This design comes from an exercise in tuning for small area, a short achievable clock period and few clock cycles per item on the open sky130 flow, not from production work.
The RTL was checked by simulation tests, not by an equivalence proof against the original design.

===== design/flow/design.v =====
module pck_rca #(
    parameter W = 8
) (
    input  wire [W-1:0] a,
    input  wire [W-1:0] b,
    input  wire         ci,
    output wire [W-1:0] s,
    output wire         co
);
    wire [W:0] c;
    assign c[0] = ci;
    genvar i;
    generate
        for (i = 0; i < W; i = i + 1) begin : g_bit
            assign s[i]   = a[i] ^ b[i] ^ c[i];
            assign c[i+1] = (a[i] & b[i]) | (c[i] & (a[i] ^ b[i]));
        end
    endgenerate
    assign co = c[W];
endmodule
module pck_csa #(
    parameter W = 20
) (
    input  wire [W-1:0] a,
    input  wire [W-1:0] b,
    input  wire [W-1:0] c,
    input  wire         ci,
    output wire [W-1:0] s,
    output wire [W-1:0] y
);
    wire [W-1:0] m = (a & b) | (c & (a ^ b));
    assign s = a ^ b ^ c;
    assign y = {m[W-2:0], ci};
endmodule
module pck_hadamard16 #(
    parameter IW = 13,   
    parameter OW = 17,   
    parameter B  = 8     
) (
    input  wire             clk,
    input  wire [16*IW-1:0] x,
    output wire [16*OW-1:0] y
);
    localparam HW = OW - B;
    wire [16*B-1:0] lo [0:4];
    wire [63:0]     lc;              
    reg  [16*B-1:0]  lo_r;
    reg  [63:0]      lc_r;
    reg  [16*HW-1:0] xh_r;
    wire [16*HW-1:0] hi [0:4];
    genvar i, s;
    generate
        for (i = 0; i < 16; i = i + 1) begin : g_in
            wire [OW-1:0] xe = {{(OW-IW){x[IW*i+IW-1]}}, x[IW*i +: IW]};
            assign lo[0][B*i +: B] = xe[B-1:0];
            always @(posedge clk)
                xh_r[HW*i +: HW] <= xe[OW-1:B];
            assign hi[0][HW*i +: HW] = xh_r[HW*i +: HW];
        end
        for (s = 0; s < 4; s = s + 1) begin : g_stage
            for (i = 0; i < 16; i = i + 1) begin : g_el
                if ((i & (1 << s)) == 0) begin : g_sum
                    pck_rca #(.W(B)) u_lo (
                        .a  (lo[s][B*i +: B]),
                        .b  (lo[s][B*(i+(1<<s)) +: B]),
                        .ci (1'b0),
                        .s  (lo[s+1][B*i +: B]),
                        .co (lc[16*s+i]));
                    pck_rca #(.W(HW)) u_hi (
                        .a  (hi[s][HW*i +: HW]),
                        .b  (hi[s][HW*(i+(1<<s)) +: HW]),
                        .ci (lc_r[16*s+i]),
                        .s  (hi[s+1][HW*i +: HW]),
                        .co ());
                end else begin : g_dif
                    pck_rca #(.W(B)) u_lo (
                        .a  (lo[s][B*(i-(1<<s)) +: B]),
                        .b  (~lo[s][B*i +: B]),
                        .ci (1'b1),
                        .s  (lo[s+1][B*i +: B]),
                        .co (lc[16*s+i]));
                    pck_rca #(.W(HW)) u_hi (
                        .a  (hi[s][HW*(i-(1<<s)) +: HW]),
                        .b  (~hi[s][HW*i +: HW]),
                        .ci (lc_r[16*s+i]),
                        .s  (hi[s+1][HW*i +: HW]),
                        .co ());
                end
            end
        end
        for (i = 0; i < 16; i = i + 1) begin : g_out
            assign y[OW*i +: OW] = {hi[4][HW*i +: HW], lo_r[B*i +: B]};
        end
    endgenerate
    always @(posedge clk) begin
        lo_r <= lo[4];
        lc_r <= lc;
    end
endmodule
module pck_sdf_stage #(
    parameter L   = 8,
    parameter IW  = 9,
    parameter OW  = 10,
    parameter CUT = 1
) (
    input  wire             clk,
    input  wire             adv,
    input  wire             comb,
    input  wire [16*IW-1:0] x,       
    input  wire [16*IW-1:0] xf,      
    output wire [16*OW-1:0] y
);
    localparam W = 16*OW;
    reg  [L*W-1:0]   sr;         
    wire [W-1:0]     head = sr[W*(L-1) +: W];
    wire [W-1:0]     push;
    wire [W-1:0]     yc;
    genvar i;
    generate
        for (i = 0; i < 16; i = i + 1) begin : g_ln
            wire [OW-1:0] xe = {{(OW-IW){x[IW*i+IW-1]}}, x[IW*i +: IW]};
            wire [OW-1:0] xs = {{(OW-IW){xf[IW*i+IW-1]}}, xf[IW*i +: IW]};
            wire [OW-1:0] h  = head[OW*i +: OW];
            wire [OW-1:0] sm, df;
            pck_rca #(.W(OW)) u_add (.a(h), .b(xe),  .ci(1'b0), .s(sm), .co());
            pck_rca #(.W(OW)) u_sub (.a(h), .b(~xe), .ci(1'b1), .s(df), .co());
            assign yc[OW*i +: OW]   = comb ? sm : h;
            assign push[OW*i +: OW] = comb ? df : xs;
        end
        if (L == 1) begin : g_one
            always @(posedge clk)
                if (adv) sr <= push;
        end else begin : g_many
            always @(posedge clk)
                sr <= {sr[0 +: (L-1)*W], adv ? push : head};
        end
        if (CUT) begin : g_cut
            reg [W-1:0] yr;
            always @(posedge clk)
                if (adv) yr <= yc;
            assign y = yr;
        end else begin : g_nocut
            assign y = yc;
        end
    endgenerate
endmodule
module pck_cost (
    input  wire         clk,
    input  wire         rst,         
    input  wire         in_valid,
    output wire         in_ready,
    input  wire [2:0]   in_op,       
    input  wire [127:0] in_src,      
    input  wire [127:0] in_ref,
    output wire         out_valid,
    input  wire         out_ready,
    output wire [16:0]  out_cost
);
    localparam QD = 8;       
    localparam BD = QD - 1;  
    localparam P4 = 9;       
    localparam P2 = 14;      
    localparam P1 = 17;      
    localparam PO = 18;      
    genvar g;
    integer k;
    reg         rdy_r, rdy_o;
    reg         r_v;
    reg [2:0]   r_op;
    reg [127:0] r_src, r_ref;
    assign in_ready = rdy_o;
    wire   in_fire  = in_valid && rdy_r;
    always @(posedge clk) begin
        r_src <= in_src;
        r_ref <= in_ref;
        r_op  <= in_op;
        r_v   <= !rst && in_fire;
    end
    reg  [3:0] row;
    reg  [1:0] m_sz;         
    reg        m_satd;
    reg  [1:0] op_sz;
    reg        op_satd;
    always @(*) begin
        case (r_op)
            3'd1:    begin op_sz = 2'd0; op_satd = 1'b0; end
            3'd2:    begin op_sz = 2'd1; op_satd = 1'b0; end
            3'd3:    begin op_sz = 2'd2; op_satd = 1'b0; end
            3'd4:    begin op_sz = 2'd0; op_satd = 1'b1; end
            3'd5:    begin op_sz = 2'd1; op_satd = 1'b1; end
            default: begin op_sz = 2'd2; op_satd = 1'b1; end
        endcase
    end
    wire       first   = (row == 4'd0);
    wire [1:0] sz      = first ? op_sz   : m_sz;
    wire       satd    = first ? op_satd : m_satd;
    wire [3:0] last_rc = (sz == 2'd0) ? 4'd3 : (sz == 2'd1) ? 4'd7 : 4'd15;
    wire       last    = (row == last_rc);
    always @(posedge clk) begin
        if (rst) begin
            row    <= 4'd0;
            m_sz   <= 2'd0;
            m_satd <= 1'b0;
        end else if (r_v) begin
            m_sz   <= sz;
            m_satd <= satd;
            row    <= last ? 4'd0 : row + 4'd1;
        end
    end
    wire [16*9-1:0] dd, dv;
    generate
        for (g = 0; g < 16; g = g + 1) begin : g_diff
            wire [8:0] d1, d2;
            pck_rca #(.W(9)) u_d1 (.a({1'b0, r_src[8*g +: 8]}), .b(~{1'b0, r_ref[8*g +: 8]}),
                                   .ci(1'b1), .s(d1), .co());
            pck_rca #(.W(9)) u_d2 (.a({1'b0, r_ref[8*g +: 8]}), .b(~{1'b0, r_src[8*g +: 8]}),
                                   .ci(1'b1), .s(d2), .co());
            wire [8:0] a  = (!satd && d1[8]) ? d2 : d1;
            wire       on = (g < 4) ? 1'b1 : (g < 8) ? (sz != 2'd0) : (sz == 2'd2);
            assign dd[9*g +: 9] = d1;
            assign dv[9*g +: 9] = on ? a : 9'd0;
        end
    endgenerate
    wire c8 = r_v && satd && (sz == 2'd2) && row[3];
    wire c4 = r_v && satd && (sz != 2'd0) && row[2];
    wire c2 = r_v && satd && row[1];
    wire c1 = r_v && satd && row[0];
    reg        sdf_mid;      
    reg  [2:0] rot;
    wire adv = (rot == 3'd0) && (r_v || !sdf_mid);
    always @(posedge clk) begin
        if (rst) begin
            sdf_mid <= 1'b0;
            rot     <= 3'd0;
        end else begin
            if (r_v)
                sdf_mid <= !last;
            if (!adv)
                rot <= rot + 3'd1;
        end
    end
    reg [PO:1] tv, tl, ts;
    reg [P1:1] tc1;
    reg [P2:1] tc2;
    reg [P4:1] tc4;
    always @(posedge clk) begin
        if (rst)
            tv <= {PO{1'b0}};
        else if (adv)
            tv <= {tv[PO-1:1], r_v};
    end
    always @(posedge clk) begin
        if (adv) begin
            tl  <= {tl[PO-1:1], last};
            ts  <= {ts[PO-1:1], satd};
            tc4 <= {tc4[P4-1:1], c4};
            tc2 <= {tc2[P2-1:1], c2};
            tc1 <= {tc1[P1-1:1], c1};
        end
    end
    wire [16*10-1:0] s8_y;
    wire [16*11-1:0] s4_y;
    wire [16*12-1:0] s2_y;
    wire [16*13-1:0] s1_y;
    pck_sdf_stage #(.L(8), .IW(9),  .OW(10), .CUT(1)) u_s8 (
        .clk(clk), .adv(adv), .comb(c8),      .x(dd),   .xf(dv),   .y(s8_y));
    pck_sdf_stage #(.L(4), .IW(10), .OW(11), .CUT(1)) u_s4 (
        .clk(clk), .adv(adv), .comb(tc4[P4]), .x(s8_y), .xf(s8_y), .y(s4_y));
    pck_sdf_stage #(.L(2), .IW(11), .OW(12), .CUT(1)) u_s2 (
        .clk(clk), .adv(adv), .comb(tc2[P2]), .x(s4_y), .xf(s4_y), .y(s2_y));
    pck_sdf_stage #(.L(1), .IW(12), .OW(13), .CUT(0)) u_s1 (
        .clk(clk), .adv(adv), .comb(tc1[P1]), .x(s2_y), .xf(s2_y), .y(s1_y));
    reg [16*13-1:0] p1_x;
    reg             p1_v, p1_l, p1_s;
    always @(posedge clk) begin
        p1_x <= s1_y;
        p1_v <= !rst && adv && tv[PO];
        p1_l <= tl[PO];
        p1_s <= ts[PO];
    end
    wire [16*17-1:0] t_row;
    pck_hadamard16 #(.IW(13), .OW(17), .B(8)) u_row_tf (
        .clk (clk),
        .x   (p1_x),
        .y   (t_row)
    );
    reg pw_v, pw_l, pw_s;
    always @(posedge clk) begin
        pw_v <= !rst && p1_v;
        pw_l <= p1_l;
        pw_s <= p1_s;
    end
    reg [16*17-1:0] p2_t;
    reg             p2_v, p2_l, p2_s;
    always @(posedge clk) begin
        p2_t <= t_row;
        p2_v <= !rst && pw_v;
        p2_l <= pw_l;
        p2_s <= pw_s;
    end
    reg  [19:0] acc_s, acc_c;
    reg         acc_empty;
    wire [20*18-1:0] op;
    wire [15:0]      sg;
    generate
        for (g = 0; g < 16; g = g + 1) begin : g_abs
            wire [16:0] t  = p2_t[17*g +: 17];
            wire        on = (g == 0) || p2_s;
            assign sg[g] = on && t[16];
            assign op[20*g +: 20] = on ? {4'd0, t[15:0] ^ {16{t[16]}}} : 20'd0;
        end
    endgenerate
    assign op[20*16 +: 20] = acc_empty ? (p2_s ? 20'd4 : 20'd0) : acc_s;
    assign op[20*17 +: 20] = acc_empty ? 20'd0 : acc_c;
    wire [20*12-1:0] l1;
    wire [20*8-1:0]  l2;
    wire [20*6-1:0]  l3;
    wire [20*4-1:0]  l4;
    wire [20*3-1:0]  l5;
    wire [20*2-1:0]  l6;
    generate
        for (g = 0; g < 6; g = g + 1) begin : g_l1
            pck_csa #(.W(20)) u (.a(op[60*g +: 20]), .b(op[60*g+20 +: 20]), .c(op[60*g+40 +: 20]),
                                 .ci(sg[g]), .s(l1[40*g +: 20]), .y(l1[40*g+20 +: 20]));
        end
        for (g = 0; g < 4; g = g + 1) begin : g_l2
            pck_csa #(.W(20)) u (.a(l1[60*g +: 20]), .b(l1[60*g+20 +: 20]), .c(l1[60*g+40 +: 20]),
                                 .ci(sg[6+g]), .s(l2[40*g +: 20]), .y(l2[40*g+20 +: 20]));
        end
        for (g = 0; g < 2; g = g + 1) begin : g_l3
            pck_csa #(.W(20)) u (.a(l2[60*g +: 20]), .b(l2[60*g+20 +: 20]), .c(l2[60*g+40 +: 20]),
                                 .ci(sg[10+g]), .s(l3[40*g +: 20]), .y(l3[40*g+20 +: 20]));
        end
        assign l3[80 +: 40] = l2[120 +: 40];
        for (g = 0; g < 2; g = g + 1) begin : g_l4
            pck_csa #(.W(20)) u (.a(l3[60*g +: 20]), .b(l3[60*g+20 +: 20]), .c(l3[60*g+40 +: 20]),
                                 .ci(sg[12+g]), .s(l4[40*g +: 20]), .y(l4[40*g+20 +: 20]));
        end
    endgenerate
    pck_csa #(.W(20)) u_l5 (.a(l4[0 +: 20]), .b(l4[20 +: 20]), .c(l4[40 +: 20]),
                            .ci(sg[14]), .s(l5[0 +: 20]), .y(l5[20 +: 20]));
    assign l5[40 +: 20] = l4[60 +: 20];
    pck_csa #(.W(20)) u_l6 (.a(l5[0 +: 20]), .b(l5[20 +: 20]), .c(l5[40 +: 20]),
                            .ci(sg[15]), .s(l6[0 +: 20]), .y(l6[20 +: 20]));
    always @(posedge clk) begin
        if (rst)
            acc_empty <= 1'b1;
        else if (p2_v)
            acc_empty <= p2_l;
        if (p2_v) begin
            acc_s <= l6[0 +: 20];
            acc_c <= l6[20 +: 20];
        end
    end
    reg        e_v, e_s;
    reg [19:0] e_a, e_b;
    always @(posedge clk) begin
        e_v <= !rst && p2_v && p2_l;
        e_s <= p2_s;
        e_a <= l6[0 +: 20];
        e_b <= l6[20 +: 20];
    end
    wire [9:0] f_lo_n;
    wire       f_co_n;
    pck_rca #(.W(10)) u_flo (.a(e_a[9:0]), .b(e_b[9:0]), .ci(1'b0), .s(f_lo_n), .co(f_co_n));
    reg        f_v, f_s, f_co;
    reg [9:0]  f_lo, f_a, f_b;
    always @(posedge clk) begin
        f_v  <= !rst && e_v;
        f_s  <= e_s;
        f_lo <= f_lo_n;
        f_co <= f_co_n;
        f_a  <= e_a[19:10];
        f_b  <= e_b[19:10];
    end
    wire [9:0] f_hi;
    pck_rca #(.W(10)) u_fhi (.a(f_a), .b(f_b), .ci(f_co), .s(f_hi), .co());
    wire [19:0] total     = {f_hi, f_lo};
    wire        push      = f_v;
    wire [16:0] push_cost = f_s ? total[19:3] : total[16:0];
    reg         o_v, o_vo;       
    reg  [16:0] o_cost;
    reg  [17*BD-1:0] qb;
    reg  [2:0]  q_rd, q_wr;
    reg  [3:0]  q_n;         
    wire        q_any  = (q_n != 4'd0);
    wire [16:0] q_head = qb[17*q_rd +: 17];
    wire [2:0]  q_rd1  = (q_rd == BD - 1) ? 3'd0 : q_rd + 3'd1;
    wire [2:0]  q_wr1  = (q_wr == BD - 1) ? 3'd0 : q_wr + 3'd1;
    wire        h_go0  = !o_v;                       
    wire        in0    = push && (q_any || o_v);     
    wire        out0   = h_go0 && q_any;
    wire        in1    = push && q_any;
    wire        out1   = q_any;
    wire [3:0]  q_n0   = q_n + (in0 ? 4'd1 : 4'd0) - (out0 ? 4'd1 : 4'd0);
    wire [3:0]  q_n1   = q_n + (in1 ? 4'd1 : 4'd0) - (out1 ? 4'd1 : 4'd0);
    wire [16:0] h_next = q_any ? q_head : push_cost;
    wire        v_next = q_any || push;
    always @(posedge clk) begin
        if (out_ready || !o_v)
            o_cost <= h_next;
        for (k = 0; k < BD; k = k + 1)
            if (push && q_wr == k)
                qb[17*k +: 17] <= push_cost;
    end
    always @(posedge clk) begin
        if (rst) begin
            o_v  <= 1'b0;
            o_vo <= 1'b0;
            q_rd <= 3'd0;
            q_wr <= 3'd0;
            q_n  <= 4'd0;
        end else begin
            o_v  <= (out_ready || !o_v) ? v_next : 1'b1;
            o_vo <= (out_ready || !o_vo) ? v_next : 1'b1;
            q_wr <= (out_ready ? in1 : in0) ? q_wr1 : q_wr;
            q_rd <= (out_ready ? out1 : out0) ? q_rd1 : q_rd;
            q_n  <= out_ready ? q_n1 : q_n0;
        end
    end
    reg  [3:0] owed;
    wire [3:0] owed_a  = owed + ((r_v && last) ? 4'd1 : 4'd0);
    wire [3:0] owed_a1 = owed_a - (o_v ? 4'd1 : 4'd0);
    wire       rdy_n   = (owed_a + 4'd1 <= QD);
    wire       mid_n   = r_v ? !last : sdf_mid;
    wire [2:0] rot_n   = adv ? 3'd0 : rot + 3'd1;
    wire       rot_ok  = (rot_n == 3'd0) ? !mid_n : (rot_n == 3'd7);
    always @(posedge clk) begin
        if (rst) begin
            owed  <= 4'd0;
            rdy_r <= 1'b1;
            rdy_o <= 1'b1;
        end else begin
            owed  <= out_ready ? owed_a1 : owed_a;
            rdy_r <= rdy_n && ((in_valid && rdy_r) || rot_ok);
            rdy_o <= rdy_n && ((in_valid && rdy_o) || rot_ok);
        end
    end
    assign out_valid = o_vo;
    assign out_cost  = o_cost;
endmodule

===== design/flow/run.sh =====
#!/bin/bash
# synth_recipe.tcl (not shown) runs the flow's synth.tcl, then flattens the netlist and writes it again
# the make line also repeats each setting of config.mk as NAME=value (left out here)
make -C /OpenROAD-flow-scripts/flow DESIGN_CONFIG=/design/flow/config.mk WORK_HOME=/design/flow/orfs CLKGATE_MAP_FILE= SYNTH_SCRIPT=/design/flow/synth_recipe.tcl finish

===== design/flow/config.mk =====
export PLATFORM = sky130hd
export DESIGN_NAME = pck_cost
export DESIGN_NICKNAME = pck_cost
export VERILOG_FILES = /design/flow/design.v
export SDC_FILE = /design/flow/constraint.sdc
export NUM_CORES = 4
export LEC_CHECK = 0
export CAP_MARGIN = 20
export CORE_MARGIN = 2
export CORE_UTILIZATION = 65
export CTS_CLUSTER_DIAMETER = 100
export CTS_CLUSTER_SIZE = 28
export SLEW_MARGIN = 20

===== design/flow/constraint.sdc =====
create_clock -name core_clock -period 27.0 [get_ports {clk}]
set_input_delay 5.4000 -clock core_clock [delete_from_list [all_inputs] [get_ports {clk}]]
set_output_delay 5.4000 -clock core_clock [all_outputs]
set_load 0.01 [all_outputs]

==> impl_metrics.ini, run 1 <==
[yosys]
synthXorXnorAreaFrac = 0.02300
synth_edf_count = 988
yosys.area_share.simple = 0.04141
synth_compound_area_frac = 0.05961
synth.cell_area_sq_mm = 0.1967
syn_nets = 18850
synth_top_area_frac = 0.3558
async_flop_share = 0
synth_area_per_cell_sq_um = 12.57
ys.flop_type = dfxtp_1
yosys.area.top_type = dfxtp_1
synth_adder_area_share = 0.2857
seq_area_frac_synth = 0.5067
synthTopCellsByArea = dfxtp_1, fa_1, edfxtp_1, inv_1, nand2_1
synth_cell_type_count = 59
yosysMostFrequentCell = dfxtp_1
synth_top_family_by_area = adder cells
synth_cells = 15650
synth_common_cells = dfxtp_1, inv_1, fa_1
synth_mux_area_frac = 0.01781
synth-seq-cells = 4484
yosys_warnings = 6

[global_routing]
grt_max_degree = 234
grt_overflow = 0
grt_first_pass_wirelength_microns = 600900
antenna_found_initial = 16
gr-usage-met2 = 0.4088
use_met3 = 0.02352
grtUsageMet1 = 0.3679
grt-busiest-layer = met2
grt_pass1_vias = 108500
track_usage = 0.2519

[sta]
drv_slew = 0
hold_viol_final = 0
maxSlewHeadroom = 0.2260
final-setup-viol-count = 0
worst_pin_slew_ns = 1.161
fin_worst_skew_ns = 0.07115
fin_crit_sh = 0.2675
fmax_mhz = 138.4
setup_tns_ns = 0
min_period_ns = 7.223
setup_slack_ns = 19.78
rsz0062_at_grt = false

[critical_path]
cp_max_fo = 1
path_depth = 1
crit_chain = clkdlybuf4s50_1
slowest_stage = clkdlybuf4s50_1
r2r_cells = 11
worstPathArrival_ns = 1.82
worst-path-buf-inv = 1
required_ns = 21.60
max_stage_delay_ns = 0.56
crit_type = reg2out
cp_top_family = buffers and inverters
cp-start-kind = flip-flop
end_kind = primary output

[cts]
cts_hold_buf = 0
numClockSinks = 4484
cts_buffer_depth = 4
root_buffer = clkbuf_16
clkTransAtPathRegs_ns = 0.10
cts_tree = built
cts_setup_buffers = 0
clkLatencyLatePin_ns = 0.93
h-tree-depth = 4
numCtsBuffers = 188
cts_resized = 0

[finish]
fillers = 21440
final_util = 0.6941
nets = 18850
drive_gt1_frac = 0.02656
layout.cells.non_filler = 19750
area_growth_pct = 6.060

[routing]
drcViolationCount = 0
routed_via_density = 5.173
routed_wl_microns = 377900
ant_nets = 0
drt-pass1-iter-count = 5
drt_iter0_markers = 7063
dr_total_vias = 102200
wl_per_cell_microns = 19.13

[floorplan]
design.die.area_sq_mm = 0.3070
start_util = 0.6544
std_cell_rows = 201
die_width_microns = 554.1
core_sq_mm = 0.3005
pin_count = 282
die_y_microns = 554.1

[worst_hold_path]
holdPathStages = 0
min_path_type = reg2reg

[place]
hpwlAfterDp_microns = 294700
post-place-ws_ns = 19.68
place_inst = 19410
gp_congestion = 0.9673
port_buffers = 281

[job]
drv_cap = 0

[run_status]
status = timing/DRC/antenna clean
[final timing paths]
path	to	start	slack, ns
min	u_row_tf.xh_r[57]$_DFF_P_	p1_x[89]$_DFF_P_	0.29
max	out_cost[13]	o_cost[13]$_DFFE_PN_	19.78
max reg2reg	u_s2.sr[23]$_DFF_P_	tc2[14]$_DFFE_PP_	19.79
min reg2reg	u_row_tf.xh_r[57]$_DFF_P_	p1_x[89]$_DFF_P_	0.29
[cells by family (layout without fill, tap and decap cells)]
logic type,count (synthesis),after routing
compound gates,2034,2034
fa+ha+maj,2937,2937
simple gates,1956,1956
mux,322,322
flops,4484,4484
other cells,0,20
xor+xnor,507,507
buf+inv,3412,3535
[layout by cell type, fill, tap and decap left out, types with 82 or more instances in the layout]
cell type and count:
dfxtp_1 3489, inv_1 2860, fa_1 2591, nand2_1 1348, o21ai_0 1003, edfxtp_1 988, a21oi_1 367, ha_1 346
xor2_1 342, o211ai_1 295, clkdlybuf4s50_1 280, mux2i_1 260, nor2_1 255, clkbuf_16 190, xnor2_1 159, and2_1 108
clkbuf_1 103, a22oi_1 82
[through the flow]
step,cell area (sq um),hold slack (ns)
after floorplan,196700,0.3096
final,208600,0.2875
after detailed placement,203000,0.3118
after CTS,208500,0.2644
after global routing,208600,0.2744
after global placement,203000,0.3095
[metal layers]
layer | up-vias | share of wire
li1 | 48260 | -
met1 | 52050 | 0.46
met2 | 1522 | 0.48
met3 | 353 | 0.037
met4 | 0 | 0.030
met5 | - | 0
[flip-flops by register name, indices dropped and copies added (netlist names), 64 cells and up]
name and count:
u_s8.sr 1280, u_s4.sr 704, u_s2.sr 384, p2_t 264, p1_x 208, u_s1.sr 208
u_s2.g_cut.yr 192, u_s4.g_cut.yr 176, u_s8.g_cut.yr 160, r_ref 128, r_src 128, u_row_tf.lo_r 120
qb 119, u_row_tf.xh_r 80, u_row_tf.lc_r 64
[layout make-up]
cell class | count | area, sq um | area share
sequential | 4484 | 99670 | 0.4778
multi-input combinational | 7756 | 84180 | 0.4036
inverter | 2862 | 10750 | 0.05154
clock buffer | 295 | 5154 | 0.02471
tap | 3958 | 4952 | 0.02374
timing repair buffer | 354 | 3456 | 0.01657
clock inverter | 24 | 380.4 | 0.001823
antenna | 20 | 50.05 | 0.0002399
Testbench counts, summed over its fixed seeds: cycles 22,668, blocks 2,400.
==> run 2: changes to the inputs <==
--- a/design/flow/config.mk
+++ b/design/flow/config.mk
@@ -9,3 +9,3 @@
 export CORE_MARGIN = 2
-export CORE_UTILIZATION = 65
+export CORE_UTILIZATION = 55
 export CTS_CLUSTER_DIAMETER = 100
==> run 2 against run 1 <==
Still clean. Largest cell class unchanged. Critical endpoint is now in_ready. Design area is 0.58% higher. Register-to-register slack improved by 0.74 ns. Area after synthesis is the same. Critical path type unchanged.
==> impl_metrics.ini, run 2 <==
[yosys]
synth.cell_area_sq_mm = 0.1967
ys.flop_type = dfxtp_1
yosys.area.top_type = dfxtp_1
synth_cells = 15650
synth_top_area_frac = 0.3558
synth-seq-cells = 4484
syn_nets = 18850
yosysMostFrequentCell = dfxtp_1
async_flop_share = 0
synthTopCellsByArea = dfxtp_1, fa_1, edfxtp_1, inv_1, nand2_1
synth_cell_type_count = 59
synth_edf_count = 988
synth_common_cells = dfxtp_1, inv_1, fa_1
yosys_warnings = 6
synth_area_per_cell_sq_um = 12.57
seq_area_frac_synth = 0.5067

[global_routing]
grt_first_pass_wirelength_microns = 591400
grt_max_degree = 218
gr-usage-met2 = 0.3199
track_usage = 0.2112
use_met3 = 0.02074
grt-busiest-layer = met1
antenna_found_initial = 23
grt_pass1_vias = 102000
grtUsageMet1 = 0.3303
grt_overflow = 0

[floorplan]
design.die.area_sq_mm = 0.3624
pin_count = 282
std_cell_rows = 219
die_y_microns = 602.0
core_sq_mm = 0.3559
start_util = 0.5526
die_width_microns = 602.0

[routing]
drt-pass1-iter-count = 5
routed_via_density = 4.856
ant_nets = 0
drt_iter0_markers = 6602
drcViolationCount = 0
routed_wl_microns = 373000
wl_per_cell_microns = 18.15
dr_total_vias = 99790

[sta]
setup_tns_ns = 0
worst_pin_slew_ns = 1.131
fmax_mhz = 138.6
setup_slack_ns = 19.78
fin_worst_skew_ns = 0.05136
maxSlewHeadroom = 0.2461
hold_viol_final = 0
rsz0062_at_grt = false
fin_crit_sh = 0.2673
final-setup-viol-count = 0
min_period_ns = 7.216
drv_slew = 0

[critical_path]
cp-start-kind = flip-flop
worst-path-buf-inv = 1
r2r_cells = 11
cp_top_family = buffers and inverters
cp_max_fo = 2
reg2reg_from = tc2[14]$_DFFE_PP_
slowest_stage = clkdlybuf4s50_1
worstPathArrival_ns = 1.82
r2r_slack_ns = 20.53
r2r_end = u_s2.sr[23]$_DFF_P_
crit_type = reg2out
crit_chain = clkdlybuf4s50_1
required_ns = 21.60
end_kind = primary output
max_stage_delay_ns = 0.54

[finish]
design_area_sq_mm = 0.2098
reg.largest.list = u_s8.sr (1280), u_s4.sr (704), u_s2.sr (384)
final_common_cell = dfxtp_1
largest_reg_flops = 1280
area_growth_pct = 6.672
final_cell_mix = dfxtp_1, inv_1, fa_1, nand2_1, o21ai_0
final_util = 0.5894
nets = 18860
max_flop_register = u_s8.sr
drive_gt1_frac = 0.02850
layout.cells.non_filler = 20550

[place]
gp_congestion = 0.9060
port_buffers = 281
post-place-ws_ns = 19.65
hpwlAfterDp_microns = 289300
place_area_sq_mm = 0.2041
place_inst = 20220

[cts]
numClockSinks = 4484
cts_resized = 0
clkLatencyLatePin_ns = 0.93
clkTransAtPathRegs_ns = 0.12
cts_buffer_depth = 4
root_buffer = clkbuf_16
numCtsBuffers = 189
h-tree-depth = 4
cts_tree = built
cts_hold_buf = 0
cts_setup_buffers = 0

[worst_hold_path]
min_from = p1_x[77]$_DFF_P_
worstHoldEndpoint = u_row_tf.xh_r[49]$_DFF_P_
holdPathStages = 0
min_path_type = reg2reg

[run_status]
status = timing/DRC/antenna clean

[job]
drv_cap = 0
## run 2: cell count changes in the layout (fill, tap and decap cells not counted), moves of 4 or more
cell / delta
diode_2: -12
buf_8: +4
buf_4: +14
clkbuf_1: -13
## run 2: cell families after synthesis
family                     after synthesis  share of synthesized area
xor gates and xnor gates               507                    0.02300
and+or+nand+nor                       1956                    0.04141
AOI/OAI and AO/OA                     2034                    0.05961
adders and majority gates             2937                     0.2857
muxes                                  322                    0.01781
buffers and inverters                 3412                    0.06573
DFF                                   4484                     0.5067
## run 2: how the worst max path moves through the flow
stage                             start              endpoint  cells past startpoint
floorplan           rot[0]$_SDFFE_PP0N_  u_s4.sr[101]$_DFF_P_                      9
global placement              out_ready  o_cost[12]$_DFFE_PN_                      3
detailed placement            out_ready  o_cost[12]$_DFFE_PN_                      3
CTS                 o_cost[8]$_DFFE_PN_           out_cost[8]                      1
global route            o_vo$_SDFF_PP0_             out_valid                      1
finish                 rdy_o$_SDFF_PP1_              in_ready                      1
## run 2: layer usage
layer / routed length (microns) / vias up
li1: - / 48290
met1: 187400 / 49900
met2: 163400 / 1282
met3: 13140 / 319
met4: 9068 / 0
met5: 0 / -
## run 2: per-stage QoR
step | hold WS, ns
after floorplan | 0.3096
after global placement | 0.3095
after detailed placement | 0.3121
after CTS | 0.3097
after global routing | 0.3202
final | 0.2993
## run 2: final cells by class
type / count / area, sq um
diodes: 8 / 20.02
clock buffers: 284 / 5159
clock inverters: 34 / 499.2
fillers: 29100 / 146100
inverters: 2862 / 10750
multi-input cells: 7756 / 84170
flip-flops and latches: 4484 / 99670
well taps: 4751 / 5944
repair buffers: 370 / 3581
==> run 3: changes to the inputs <==
--- a/design/flow/design.v
+++ b/design/flow/design.v
@@ -110,2 +110,4 @@
     input  wire [16*IW-1:0] xf,      
+    input  wire [15:0]      neg,     
+    input  wire             hz,      
     output wire [16*OW-1:0] y
@@ -125,5 +127,5 @@
             pck_rca #(.W(OW)) u_add (.a(h), .b(xe),  .ci(1'b0), .s(sm), .co());
-            pck_rca #(.W(OW)) u_sub (.a(h), .b(~xe), .ci(1'b1), .s(df), .co());
+            pck_rca #(.W(OW)) u_sub (.a(hz ? {OW{1'b0}} : h), .b(~xe), .ci(1'b1), .s(df), .co());
             assign yc[OW*i +: OW]   = comb ? sm : h;
-            assign push[OW*i +: OW] = comb ? df : xs;
+            assign push[OW*i +: OW] = (comb || neg[i]) ? df : xs;
         end
@@ -210,13 +212,12 @@
     wire [16*9-1:0] dd, dv;
+    wire [15:0]     dneg;
     generate
         for (g = 0; g < 16; g = g + 1) begin : g_diff
-            wire [8:0] d1, d2;
+            wire [8:0] d1;
             pck_rca #(.W(9)) u_d1 (.a({1'b0, r_src[8*g +: 8]}), .b(~{1'b0, r_ref[8*g +: 8]}),
                                    .ci(1'b1), .s(d1), .co());
-            pck_rca #(.W(9)) u_d2 (.a({1'b0, r_ref[8*g +: 8]}), .b(~{1'b0, r_src[8*g +: 8]}),
-                                   .ci(1'b1), .s(d2), .co());
-            wire [8:0] a  = (!satd && d1[8]) ? d2 : d1;
             wire       on = (g < 4) ? 1'b1 : (g < 8) ? (sz != 2'd0) : (sz == 2'd2);
             assign dd[9*g +: 9] = d1;
-            assign dv[9*g +: 9] = on ? a : 9'd0;
+            assign dv[9*g +: 9] = on ? d1 : 9'd0;
+            assign dneg[g] = on && !satd && d1[8];
         end
@@ -265,9 +266,9 @@
     pck_sdf_stage #(.L(8), .IW(9),  .OW(10), .CUT(1)) u_s8 (
-        .clk(clk), .adv(adv), .comb(c8),      .x(dd),   .xf(dv),   .y(s8_y));
+        .clk(clk), .adv(adv), .comb(c8),      .x(dd),   .xf(dv),   .neg(dneg),  .hz(!satd), .y(s8_y));
     pck_sdf_stage #(.L(4), .IW(10), .OW(11), .CUT(1)) u_s4 (
-        .clk(clk), .adv(adv), .comb(tc4[P4]), .x(s8_y), .xf(s8_y), .y(s4_y));
+        .clk(clk), .adv(adv), .comb(tc4[P4]), .x(s8_y), .xf(s8_y), .neg(16'd0), .hz(1'b0), .y(s4_y));
     pck_sdf_stage #(.L(2), .IW(11), .OW(12), .CUT(1)) u_s2 (
-        .clk(clk), .adv(adv), .comb(tc2[P2]), .x(s4_y), .xf(s4_y), .y(s2_y));
+        .clk(clk), .adv(adv), .comb(tc2[P2]), .x(s4_y), .xf(s4_y), .neg(16'd0), .hz(1'b0), .y(s2_y));
     pck_sdf_stage #(.L(1), .IW(12), .OW(13), .CUT(0)) u_s1 (
-        .clk(clk), .adv(adv), .comb(tc1[P1]), .x(s2_y), .xf(s2_y), .y(s1_y));
+        .clk(clk), .adv(adv), .comb(tc1[P1]), .x(s2_y), .xf(s2_y), .neg(16'd0), .hz(1'b0), .y(s1_y));
     reg [16*13-1:0] p1_x;
==> run 3 against run 2 <==
Non-clock buffer count shrank 11. Final cell count down 2.1%. Wire length grew 0.35%. Synthesized cell count shrank 2.0%. Hold slack worse by 0.013 ns. First-iteration DRC count decreased by 0.56%. Worst setup slack worse by 0.0081 ns. Global-route usage rose by 0.31 points. Register-to-register slack lost 0.52 ns.
==> impl_metrics.ini, run 3 <==
[run_status]
status = timing/DRC/antenna clean

[sta]
maxSlewHeadroom = 0.2276
final-setup-viol-count = 0
hold_viol_final = 0
min_period_ns = 7.224
fin_crit_sh = 0.2676
setup_tns_ns = 0
rsz0062_at_grt = false
setup_slack_ns = 19.78
worst_pin_slew_ns = 1.159
drv_slew = 0
fmax_mhz = 138.4
fin_worst_skew_ns = 0.08129

[cts]
numCtsBuffers = 192
cts_resized = 0
numClockSinks = 4484
cts_buffer_depth = 4
cts_tree = built
clkLatencyLatePin_ns = 0.94
clkTransAtPathRegs_ns = 0.11
h-tree-depth = 4
root_buffer = clkbuf_16
cts_hold_buf = 0
cts_setup_buffers = 0

[yosys]
synth.cell_area_sq_mm = 0.1934
synth_common_cells = dfxtp_1, inv_1, fa_1
yosys.area_share.simple = 0.04443
synthTopCellsByArea = dfxtp_1, fa_1, edfxtp_1, inv_1, nand2_1
synth_edf_count = 988
yosys.area.top_type = dfxtp_1
syn_nets = 18410
synth-seq-cells = 4484
synth_top_area_frac = 0.3618
synth_cells = 15340
synth_cell_type_count = 62
ys.flop_type = dfxtp_1
synth_top_family_by_area = adder cells
async_flop_share = 0
synth_adder_area_share = 0.2779
synth_compound_area_frac = 0.05552
yosysMostFrequentCell = dfxtp_1
seq_area_frac_synth = 0.5152
yosys_warnings = 6
synth_mux_area_frac = 0.02049
synth_area_per_cell_sq_um = 12.61
synthXorXnorAreaFrac = 0.02316

[critical_path]
end_kind = primary output
required_ns = 21.60
crit_chain = clkdlybuf4s50_1
r2r_cells = 25
slowest_stage = clkdlybuf4s50_1
max_stage_delay_ns = 0.57
cp_max_fo = 2
worst-path-buf-inv = 1
path_depth = 1
worstPathArrival_ns = 1.82
cp-start-kind = flip-flop
crit_type = reg2out
cp_top_family = buffers and inverters

[routing]
routed_via_density = 4.943
drcViolationCount = 0
wl_per_cell_microns = 18.61
dr_total_vias = 99410
ant_nets = 0
routed_wl_microns = 374400
drt-pass1-iter-count = 7
drt_iter0_markers = 6565

[floorplan]
std_cell_rows = 217
die_y_microns = 597.0
die_width_microns = 597.0
start_util = 0.5531
pin_count = 282
design.die.area_sq_mm = 0.3564
core_sq_mm = 0.3497

[finish]
reg.largest.list = u_s8.sr (1280), u_s4.sr (704), u_s2.sr (384)
final_common_cell = dfxtp_1
area_growth_pct = 6.752
final_cell_mix = dfxtp_1, inv_1, fa_1, nand2_1, o21ai_0
nets = 18440
final_util = 0.5905
drive_gt1_frac = 0.02993
largest_reg_flops = 1280
max_flop_register = u_s8.sr

[worst_hold_path]
min_path_type = reg2reg
holdPathStages = 0

[place]
hpwlAfterDp_microns = 290300
post-place-ws_ns = 19.59
port_buffers = 281
gp_congestion = 0.9308

[global_routing]
track_usage = 0.2142
grt_first_pass_wirelength_microns = 595200
grt_pass1_vias = 105700
grt_max_degree = 263
antenna_found_initial = 16
grt_overflow = 0

[job]
drv_cap = 0
[run 3: layout make-up]
cell class | instances | area (sq um)
clock inverter | 34 | 490.5
antenna | 8 | 20.02
sequential | 4484 | 99670
multi-input combinational | 7621 | 81660
tap | 4599 | 5754
fill | 28030 | 143200
inverter | 2710 | 10180
clock buffer | 296 | 5259
timing repair buffer | 359 | 3456
[run 3: worst paths after layout]
path	from	slack [ns]	endpoint
hold reg to reg	pw_s$_DFF_P_	0.29	p2_s$_DFF_P_
setup reg to reg	row[0]$_SDFFE_PP0P_	20.01	u_s8.sr[39]$_DFF_P_
setup / recovery	o_vo$_SDFF_PP0_	19.78	out_valid
hold / removal	pw_s$_DFF_P_	0.29	p2_s$_DFF_P_
[run 3: routing by layer]
metal | vias up | track usage | wire length [microns]
met5 | - | 0 | 0
met4 | 0 | 0.04953 | 9105
met3 | 359 | 0.01776 | 10920
met2 | 1231 | 0.3415 | 171600
met1 | 50520 | 0.3219 | 182800
li1 | 47300 | - | -
[run 3: kinds of logic after synthesis]
family	Yosys count
AOI/OAI and AO/OA	1832
and+or+nand+nor	2115
buffers and inverters	3231
xor gates and xnor gates	499
adders and majority gates	2809
DFF	4484
muxes	366
[run 3: stage by stage]
| stage | instances | hold slack (ns) | area, sq um |
|---|---|---|---|
| floorplan | 15340 | 0.3096 | 193400 |
| global placement | 19770 | 0.3096 | 200700 |
| detailed placement | 19770 | 0.3121 | 200700 |
| CTS | 20100 | 0.2864 | 206400 |
| global route | 20110 | 0.2804 | 206500 |
| finish | 20110 | 0.2863 | 206500 |
Testbench counts of run 3, summed over its fixed seeds: cycles 22,668, blocks 2,400.
==> run 4: changes to the inputs <==
--- a/design/flow/design.v
+++ b/design/flow/design.v
@@ -48,3 +48,3 @@
     reg  [63:0]      lc_r;
-    reg  [16*HW-1:0] xh_r;
+    reg  [16*(IW-B)-1:0] xh_r;
     wire [16*HW-1:0] hi [0:4];
@@ -56,7 +56,12 @@
             always @(posedge clk)
-                xh_r[HW*i +: HW] <= xe[OW-1:B];
-            assign hi[0][HW*i +: HW] = xh_r[HW*i +: HW];
+                xh_r[(IW-B)*i +: IW-B] <= x[IW*i+B +: IW-B];
+            assign hi[0][HW*i +: HW] = {{(HW-IW+B){xh_r[(IW-B)*i+IW-B-1]}}, xh_r[(IW-B)*i +: IW-B]};
         end
         for (s = 0; s < 4; s = s + 1) begin : g_stage
+            localparam HI = IW + s - B;
+            localparam HO = HI + 1;
             for (i = 0; i < 16; i = i + 1) begin : g_el
+                if (HO < HW) begin : g_ext
+                    assign hi[s+1][HW*i+HO +: HW-HO] = {(HW-HO){hi[s+1][HW*i+HO-1]}};
+                end
                 if ((i & (1 << s)) == 0) begin : g_sum
@@ -68,7 +73,7 @@
                         .co (lc[16*s+i]));
-                    pck_rca #(.W(HW)) u_hi (
-                        .a  (hi[s][HW*i +: HW]),
-                        .b  (hi[s][HW*(i+(1<<s)) +: HW]),
+                    pck_rca #(.W(HO)) u_hi (
+                        .a  ({hi[s][HW*i+HI-1], hi[s][HW*i +: HI]}),
+                        .b  ({hi[s][HW*(i+(1<<s))+HI-1], hi[s][HW*(i+(1<<s)) +: HI]}),
                         .ci (lc_r[16*s+i]),
-                        .s  (hi[s+1][HW*i +: HW]),
+                        .s  (hi[s+1][HW*i +: HO]),
                         .co ());
@@ -81,7 +86,7 @@
                         .co (lc[16*s+i]));
-                    pck_rca #(.W(HW)) u_hi (
-                        .a  (hi[s][HW*(i-(1<<s)) +: HW]),
-                        .b  (~hi[s][HW*i +: HW]),
+                    pck_rca #(.W(HO)) u_hi (
+                        .a  ({hi[s][HW*(i-(1<<s))+HI-1], hi[s][HW*(i-(1<<s)) +: HI]}),
+                        .b  (~{hi[s][HW*i+HI-1], hi[s][HW*i +: HI]}),
                         .ci (lc_r[16*s+i]),
-                        .s  (hi[s+1][HW*i +: HW]),
+                        .s  (hi[s+1][HW*i +: HO]),
                         .co ());
==> run 4 against run 3 <==
Fmax rose by 0.10%. Worst setup slack improved by 0.0075 ns. Design area fell by 0.66%. Clock skew fell by 0.018 ns. Critical endpoint is now out_cost[7]. Largest cell class unchanged.
==> impl_metrics.ini, run 4 <==
[yosys]
synth_compound_area_frac = 0.05578
yosys.area_share.simple = 0.04718
synth_adder_area_share = 0.2747
synth_top_area_frac = 0.3641
synth_cells = 15340
synth_mux_area_frac = 0.01861
synth_area_per_cell_sq_um = 12.53
seq_area_frac_synth = 0.5185
synth_top_family_by_area = adder cells
yosysMostFrequentCell = dfxtp_1
synth_common_cells = dfxtp_1, inv_1, fa_1
async_flop_share = 0
synth_edf_count = 988
synth-seq-cells = 4484
synthTopCellsByArea = dfxtp_1, fa_1, edfxtp_1, inv_1, nand2_1
yosys.area.top_type = dfxtp_1
syn_nets = 18360
yosys_warnings = 6
ys.flop_type = dfxtp_1
synth.cell_area_sq_mm = 0.1922
synthXorXnorAreaFrac = 0.01987
synth_cell_type_count = 67

[critical_path]
max_stage_delay_ns = 0.54
path_depth = 1
r2r_end = p2_t[66]$_DFF_P_
reg2reg_from = u_row_tf.xh_r[70]$_DFF_P_
worstPathArrival_ns = 1.82
crit_type = reg2out
cp-start-kind = flip-flop
r2r_cells = 22
required_ns = 21.60
slowest_stage = clkdlybuf4s50_1
end_kind = primary output
crit_chain = clkdlybuf4s50_1
cp_top_family = buffers and inverters
r2r_slack_ns = 20.75
worst-path-buf-inv = 1
cp_max_fo = 1

[finish]
largest_reg_flops = 1280
multi_input_comb_area_sq_mm = 0.08006
drive_gt1_frac = 0.02903
final_cell_mix = dfxtp_1, inv_1, fa_1, nand2_1, o21ai_0
max_flop_register = u_s8.sr
area_growth_pct = 6.721
reg.largest.list = u_s8.sr (1280), u_s4.sr (704), u_s2.sr (384)
fillers = 28660
layout.cells.non_filler = 20110
final_common_cell = dfxtp_1
nets = 18390
regArea_sq_mm = 0.09967

[routing]
drt-pass1-iter-count = 5
drt_iter0_markers = 6067
routed_via_density = 4.841
dr_total_vias = 97350
drcViolationCount = 0
ant_nets = 0
routed_wl_microns = 361200
wl_per_cell_microns = 17.96

[cts]
cts_buffer_depth = 4
cts_hold_buf = 0
numCtsBuffers = 192
root_buffer = clkbuf_16
cts_tree = built
clkLatencyLatePin_ns = 0.94
numClockSinks = 4484
cts_setup_buffers = 0
h-tree-depth = 4
clkTransAtPathRegs_ns = 0.10
cts_resized = 0

[run_status]
status = timing/DRC/antenna clean

[job]
drv_cap = 0

[worst_hold_path]
holdPathStages = 0
worstHoldEndpoint = p2_s$_DFF_P_
min_path_type = reg2reg
min_from = pw_s$_DFF_P_

[place]
hpwlAfterDp_microns = 277700
place_inst = 19770
port_buffers = 281
gp_congestion = 0.9042

[sta]
hold_viol_final = 0
min_period_ns = 7.217
maxSlewHeadroom = 0.3015
fin_worst_skew_ns = 0.06343
final-setup-viol-count = 0
fin_crit_sh = 0.2673
worst_pin_slew_ns = 1.047
rsz0062_at_grt = false
fmax_mhz = 138.6
drv_slew = 0
setup_tns_ns = 0

[global_routing]
track_usage = 0.2077
grt_overflow = 0
grt_pass1_vias = 98640
grt_first_pass_wirelength_microns = 568100
antenna_found_initial = 7
grt_max_degree = 258

[floorplan]
std_cell_rows = 217
die_width_microns = 595.2
die_y_microns = 595.2
design.die.area_sq_mm = 0.3542
start_util = 0.5513
core_sq_mm = 0.3486
pin_count = 282
[run 4: kinds of logic after synthesis]
kind of cell / after synthesis
muxes: 329
adders and majority gates: 2761
buffers and inverters: 3295
DFF: 4484
xor gates and xnor gates: 436
and+or+nand+nor: 2214
AOI/OAI and AO/OA: 1821
[run 4: through the flow]
| stage | util | worst slack, ns | instance area [sq um] | hold WS (ns) |
|---|---|---|---|---|
| 6_report | 0.5884 | 19.78 | 205100 | 0.3046 |
| 5_1_grt | 0.5884 | 19.69 | 205100 | 0.3066 |
| 4_1_cts | 0.5883 | 19.67 | 205100 | 0.3114 |
| 3_5_place_dp | 0.5718 | 19.61 | 199300 | 0.3121 |
| 3_3_place_gp | 0.5718 | 19.62 | 199300 | 0.3095 |
| 2_1_floorplan | - | 15.39 | 192200 | 0.3096 |
[run 4: final cells by class]
cell class	count	share of cell area
diodes	6	0.00007320
clock buffers	291	0.02559
clock inverters	37	0.002428
inverters	2771	0.05076
multi-input cells	7561	0.3903
flip-flops and latches	4484	0.4859
well taps	4599	0.02805
repair buffers	358	0.01687
[run 4: layer usage]
metal	global-route usage	routed length, microns	part of all wire	vias to the layer above
met5	0	0	0	-
met4	0.04806	8626	0.024	0
met3	0.02217	12660	0.035	327
met2	0.3182	159600	0.44	1232
met1	0.3201	180300	0.50	48490
li1	-	-	-	47290
[run 4: worst max path at each step]
stage / slack (ns) / endpoint / start
detailed placement: 19.61 / o_cost[1]$_DFFE_PN_ / out_ready
floorplan: 15.39 / tc1[10]$_DFFE_PP_ / rot[0]$_SDFFE_PP0N_
global placement: 19.62 / q_wr[0]$_SDFFE_PP0P_ / out_ready
global route: 19.69 / out_cost[7] / o_cost[7]$_DFFE_PN_
finish: 19.78 / out_cost[7] / o_cost[7]$_DFFE_PN_
CTS: 19.67 / out_cost[7] / o_cost[7]$_DFFE_PN_
Testbench counts of run 4, summed over its fixed seeds: cycles 22,668, blocks 2,400.
==> run 5: changes to the inputs <==
--- a/design/flow/config.mk
+++ b/design/flow/config.mk
@@ -10,4 +10,4 @@
 export CORE_UTILIZATION = 55
-export CTS_CLUSTER_DIAMETER = 100
-export CTS_CLUSTER_SIZE = 28
+export CTS_CLUSTER_DIAMETER = 60
+export CTS_CLUSTER_SIZE = 32
 export SLEW_MARGIN = 20
==> run 5 against run 4 <==
Clock-buffer cell count up 61. Utilization up 2.0 points. Non-clock buffer count unchanged. Design area up 3.4%. Synthesized cell count unchanged. Critical path depth unchanged. Sequential cell count unchanged. Register-to-register slack about the same. Via count up 1.4%. Critical path type unchanged. Highest routed layer unchanged.
==> impl_metrics.ini, run 5 <==
[run_status]
status = timing/DRC/antenna clean

[finish]
final_common_cell = dfxtp_1
layout.cells.non_filler = 20400
max_flop_register = u_s8.sr
final_cell_mix = dfxtp_1, inv_1, fa_1, nand2_1, o21ai_0
area_growth_pct = 10.37
nets = 18540
largest_reg_flops = 1280
reg.largest.list = u_s8.sr (1280), u_s4.sr (704), u_s2.sr (384)
drive_gt1_frac = 0.05266

[cts]
cts_resized = 0
h-tree-depth = 5
cts_setup_buffers = 0
numClockSinks = 4484
cts_buffer_depth = 4
clkTransAtPathRegs_ns = 0.11
cts_tree = built
numCtsBuffers = 335
root_buffer = clkbuf_16
cts_hold_buf = 0
clkLatencyLatePin_ns = 0.95

[floorplan]
die_y_microns = 595.2
core_sq_mm = 0.3486
die_width_microns = 595.2
start_util = 0.5513
pin_count = 282
std_cell_rows = 217
design.die.area_sq_mm = 0.3542

[critical_path]
worst-path-buf-inv = 1
cp_max_fo = 2
crit_chain = clkdlybuf4s50_1
slowest_stage = clkdlybuf4s50_1
cp-start-kind = flip-flop
r2r_cells = 20
required_ns = 21.60
worstPathArrival_ns = 1.83
path_depth = 1
cp_top_family = buffers and inverters
crit_type = reg2out
end_kind = primary output
max_stage_delay_ns = 0.54

[global_routing]
use_met3 = 0.02845
grt_pass1_vias = 100600
grt-busiest-layer = met1
antenna_found_initial = 8
grt_overflow = 0
grt_max_degree = 258
grt_first_pass_wirelength_microns = 576300
track_usage = 0.2105
grtUsageMet1 = 0.3217
gr-usage-met2 = 0.3193

[yosys]
async_flop_share = 0
yosys_warnings = 6
yosys.area.top_type = dfxtp_1
synth-seq-cells = 4484
yosysMostFrequentCell = dfxtp_1
seq_area_frac_synth = 0.5185
ys.flop_type = dfxtp_1
synth_common_cells = dfxtp_1, inv_1, fa_1
synth_cell_type_count = 67
synth_edf_count = 988
synth_area_per_cell_sq_um = 12.53
synthTopCellsByArea = dfxtp_1, fa_1, edfxtp_1, inv_1, nand2_1
synth.cell_area_sq_mm = 0.1922
synth_cells = 15340
synth_top_area_frac = 0.3641
syn_nets = 18360

[sta]
hold_viol_final = 0
final-setup-viol-count = 0
worst_pin_slew_ns = 1.078
fmax_mhz = 138.2
min_period_ns = 7.234
maxSlewHeadroom = 0.2807
fin_worst_skew_ns = 0.06597
rsz0062_at_grt = false
setup_tns_ns = 0
fin_crit_sh = 0.2679
drv_slew = 0

[place]
gp_congestion = 0.9042
hpwlAfterDp_microns = 277700
port_buffers = 281
place_inst = 19770

[routing]
drt-pass1-iter-count = 5
dr_total_vias = 98710
drcViolationCount = 0
routed_wl_microns = 365800
wl_per_cell_microns = 17.93
routed_via_density = 4.838
ant_nets = 0
drt_iter0_markers = 6224

[worst_hold_path]
min_path_type = reg2reg
holdPathStages = 0

[job]
drv_cap = 0
[run 5: cells by family (layout without fill, tap and decap cells)]
group,count (synthesis),after routing,synth area share
other,0,2,0
xor gates and xnor gates,436,436,0.01987
DFF,4484,4484,0.5185
buffers and inverters,3295,3755,0.06539
AOI/OAI and AO/OA,1821,1821,0.05578
and+or+nand+nor,2214,2214,0.04718
muxes,329,329,0.01861
adders and majority gates,2761,2761,0.2747
[run 5: per-stage QoR]
stage | cell area, sq um | hold WS (ns) | setup WS (ns) | utilization
floorplan | 192200 | 0.3096 | 15.39 | -
global placement | 199300 | 0.3095 | 19.62 | 0.5718
detailed placement | 199300 | 0.3121 | 19.61 | 0.5718
CTS | 212100 | 0.2751 | 19.65 | 0.6084
global route | 212100 | 0.2789 | 19.67 | 0.6085
finish | 212100 | 0.2894 | 19.77 | 0.6085
[run 5: final cells by class]
cell class,count,area [sq um]
Antenna cell,2,5.005
Clock buffer,352,8566
Clock inverter,274,4199
Fill cell,27910,136500
Inverter,2771,10410
Multi-Input combinational cell,7561,80060
Sequential cell,4484,99670
Tap cell,4599,5754
Timing Repair Buffer,358,3460
[run 5: worst paths after layout]
path	from	end	slack, ns
max reg2reg	u_row_tf.xh_r[30]$_DFF_P_	p2_t[270]$_DFF_P_	20.74
min reg2reg	pw_s$_DFF_P_	p2_s$_DFF_P_	0.29
max	rdy_o$_SDFF_PP1_	in_ready	19.77
min	pw_s$_DFF_P_	p2_s$_DFF_P_	0.29
[run 5: per-layer routing]
layer / routed length (microns) / up-vias / part of all wire
li1: - / 47850 / -
met1: 180600 / 49000 / 0.49
met2: 161100 / 1423 / 0.44
met3: 14780 / 438 / 0.040
met4: 9346 / 0 / 0.026
met5: 0 / - / 0
==> run 6: changes to the inputs <==
==> design/flow/flow/run.sh (new file) <==
#!/bin/bash
# The standard layout (standard.sh), unchanged except that the port
# buffers buffer_ports inserts are plain sky130_fd_sc_hd__buf_2 cells rather
# than the delay buffers it picks by default. Every port still gets its own
# buffer. ORFS's console output goes to standard.log here; each ORFS step
# keeps its own log under orfs/logs.
set -euo pipefail
export BUFFER_PORTS_ARGS="-buffer_cell sky130_fd_sc_hd__buf_2"
bash standard.sh > standard.log 2>&1
==> design/flow/standard.sh (new file) <==
#!/bin/bash
# synth_recipe.tcl (not shown) runs the flow's synth.tcl, then flattens the netlist and writes it again
# the make line also repeats each setting of config.mk as NAME=value (left out here)
make -C /OpenROAD-flow-scripts/flow DESIGN_CONFIG=/design/flow/config.mk WORK_HOME=/design/flow/orfs CLKGATE_MAP_FILE= SYNTH_SCRIPT=/design/flow/synth_recipe.tcl "${@:-finish}"
--- a/design/flow/config.mk
+++ b/design/flow/config.mk
@@ -10,4 +10,4 @@
 export CORE_UTILIZATION = 55
-export CTS_CLUSTER_DIAMETER = 60
-export CTS_CLUSTER_SIZE = 32
+export CTS_CLUSTER_DIAMETER = 100
+export CTS_CLUSTER_SIZE = 28
 export SLEW_MARGIN = 20
removed: design/flow/run.sh
==> run 6 against run 5 <==
Die area stayed put. Highest routed layer is now met5. Largest cell class unchanged. Final cell count is 1.5% lower. Fmax is 5.0% higher. Critical path type unchanged.
==> impl_metrics.ini, run 6 <==
[run_status]
status = timing/DRC/antenna clean

[critical_path]
endpoint = out_cost[9]
required_ns = 21.60
max_stage_delay_ns = 0.41
crit_path_start = o_cost[9]$_DFFE_PN_
end_kind = primary output
cp_top_family = flip-flops
path_depth = 1
crit_type = reg2out
cp-start-kind = flip-flop
r2r_end = u_s8.sr[127]$_DFF_P_
reg2reg_from = r_v$_DFF_P_
worstPathArrival_ns = 1.49
cp_max_fo = 1
r2r_slack_ns = 20.49
worst-path-buf-inv = 1
r2r_cells = 12
slowest_stage = edfxtp_1
crit_chain = buf_2

[floorplan]
pin_count = 282
die_y_microns = 595.2
core_sq_mm = 0.3486
start_util = 0.5513
die_width_microns = 595.2
design.die.area_sq_mm = 0.3542
std_cell_rows = 217

[yosys]
synth_common_cells = dfxtp_1, inv_1, fa_1
yosys.area.top_type = dfxtp_1
synth_area_per_cell_sq_um = 12.53
synth_cell_type_count = 67
synth-seq-cells = 4484
seq_area_frac_synth = 0.5185
yosysMostFrequentCell = dfxtp_1
synth.cell_area_sq_mm = 0.1922
yosys_warnings = 6
synth_edf_count = 988
synth_top_area_frac = 0.3641
synth_cells = 15340
synthTopCellsByArea = dfxtp_1, fa_1, edfxtp_1, inv_1, nand2_1
syn_nets = 18360
async_flop_share = 0
ys.flop_type = dfxtp_1

[sta]
fmax_mhz = 145.2
final-setup-viol-count = 0
worst_pin_slew_ns = 1.114
fin_crit_sh = 0.2551
rsz0062_at_grt = false
maxSlewHeadroom = 0.2573
whs_ns = 0.3028
drv_slew = 0
fin_worst_skew_ns = 0.07177
setup_tns_ns = 0
hold_viol_final = 0
min_period_ns = 6.887

[routing]
drt-pass1-iter-count = 6
ant_nets = 0
wl_met3_microns = 12630
routed_via_density = 4.845
wl_per_cell_microns = 18.05
routed.top_layer = met5
drcViolationCount = 0
routed-wl-met2_microns = 159400
wl_met1_microns = 181200
routed_wl_microns = 362700
drt_iter0_markers = 6187
dr_total_vias = 97370

[finish]
final_cell_mix = dfxtp_1, inv_1, fa_1, nand2_1, o21ai_0
area_growth_pct = 5.883
largest_reg_flops = 1280
multi_input_comb_area_sq_mm = 0.08006
max_flop_register = u_s8.sr
drive_gt1_frac = 0.04622
nets = 18390
reg.largest.list = u_s8.sr (1280), u_s4.sr (704), u_s2.sr (384)
final_common_cell = dfxtp_1
fillers = 28680
regArea_sq_mm = 0.09967

[cts]
numClockSinks = 4484
h-tree-depth = 4
clkTransAtPathRegs_ns = 0.11
cts_resized = 0
cts_hold_buf = 0
cts_buffer_depth = 4
root_buffer = clkbuf_16
clkLatencyLatePin_ns = 0.92
numCtsBuffers = 188
cts_tree = built
cts_setup_buffers = 0

[global_routing]
grt_max_degree = 220
track_usage = 0.2093
grt_overflow = 0
grt_pass1_vias = 99190
antenna_found_initial = 20
grt_first_pass_wirelength_microns = 574800

[place]
gp_congestion = 0.9188
hpwlAfterDp_microns = 278900
port_buffers = 281

[job]
drv_cap = 0

[worst_hold_path]
min_path_type = reg2reg
min_from = u_s8.sr[876]$_DFF_P_
-- run 6: cell types whose count changed in the layout (fill, tap and decap cells not counted), sizes merged --
cell,change
clkdlybuf4s50,-280
buf,+278
inv,-151
clkinv,-80
clkbuf,-60
clkinvlp,-11
bufinv,-4
diode,+4
-- run 6: metrics by stage --
step	utilization	std cells	instance area [sq um]	setup WS (ns)
final	0.5838	20100	203500	20.11
after global routing	0.5838	20100	203500	19.69
after CTS	0.5837	20090	203500	19.96
after detailed placement	0.5677	19770	197900	20.14
after global placement	0.5676	19770	197900	20.10
after floorplan	-	15340	192200	15.39
-- run 6: worst min path at each step --
stage                            end  slack [ns]  cells past startpoint
5_1_grt         u_s2.sr[276]$_DFF_P_        0.31                      0
2_1_floorplan         f_a[0]$_DFF_P_        0.31                      0
6_report       u_s8.sr[1036]$_DFF_P_        0.30                      0
3_5_place_dp   u_s8.sr[1240]$_DFF_P_        0.31                      0
4_1_cts         u_s2.sr[276]$_DFF_P_        0.30                      0
3_3_place_gp    u_s2.sr[286]$_DFF_P_        0.31                      0
-- run 6: logic make-up after synthesis --
logic type | share of synthesized area
flip-flops | 0.5185
buffers and inverters | 0.06539
adder cells (fa/ha/maj) | 0.2747
AND/OR/NAND/NOR | 0.04718
AO/OA/AOI/OAI | 0.05578
XOR/XNOR | 0.01987
multiplexers | 0.01861
-- run 6: area by class of cell --
class / count / share of cell area
flip-flops and latches: 4484 / 0.4897
multi-input cells: 7561 / 0.3934
inverters: 2771 / 0.05116
well taps: 4599 / 0.02827
clock buffers: 292 / 0.02555
repair buffers: 356 / 0.01002
clock inverters: 28 / 0.001808
diodes: 6 / 0.00007378
-- run 6: metal layers --
metal | GRT usage | vias up
li1 | - | 47260
met1 | 0.3268 | 48520
met2 | 0.3184 | 1242
met3 | 0.01900 | 346
met4 | 0.04848 | 4
met5 | 0 | -

## what the ideal ports hide
How much do the figures lean on ideal ports? The routed layouts below were timed once more, with nothing changed but the port constraints. Step 1 sets driving cells, clkbuf_16 on the clock port and buf_2 on the other inputs (assumed; they add their load-dependent delay and slew). Step 2 times the ports against the registers' clock, not the clock port: input delays grow and output delays shrink by t, the midpoint of the rising clock arrivals with the driver on. a / b / c = ideal / step 1 / step 2; a / b = the first two.
| run | shift t [ns] | slack for setup (ns) | latest minus earliest clock arrival (ns) |
|---|---|---|---|
| run 1 | 0.996 | 19.777 / 19.676 / 19.663 | 0.074 / 0.073 |
| run 2 | 1.019 | 19.784 / 19.680 / 19.673 | 0.066 / 0.066 |
| run 3 | 1.008 | 19.776 / 19.675 / 19.617 | 0.095 / 0.095 |
| run 4 | 1.017 | 19.783 / 19.677 / 19.684 | 0.074 / 0.074 |
| run 5 | 1.028 | 19.766 / 19.661 / 19.642 | 0.080 / 0.080 |
| run 6 | 1.005 | 20.113 / 20.008 / 20.118 | 0.105 / 0.104 |
After both steps setup and hold are still met in every run listed. The setup slack of run 3, which loses most, moves by -0.101 ns with the drivers and by -0.159 ns with both steps.
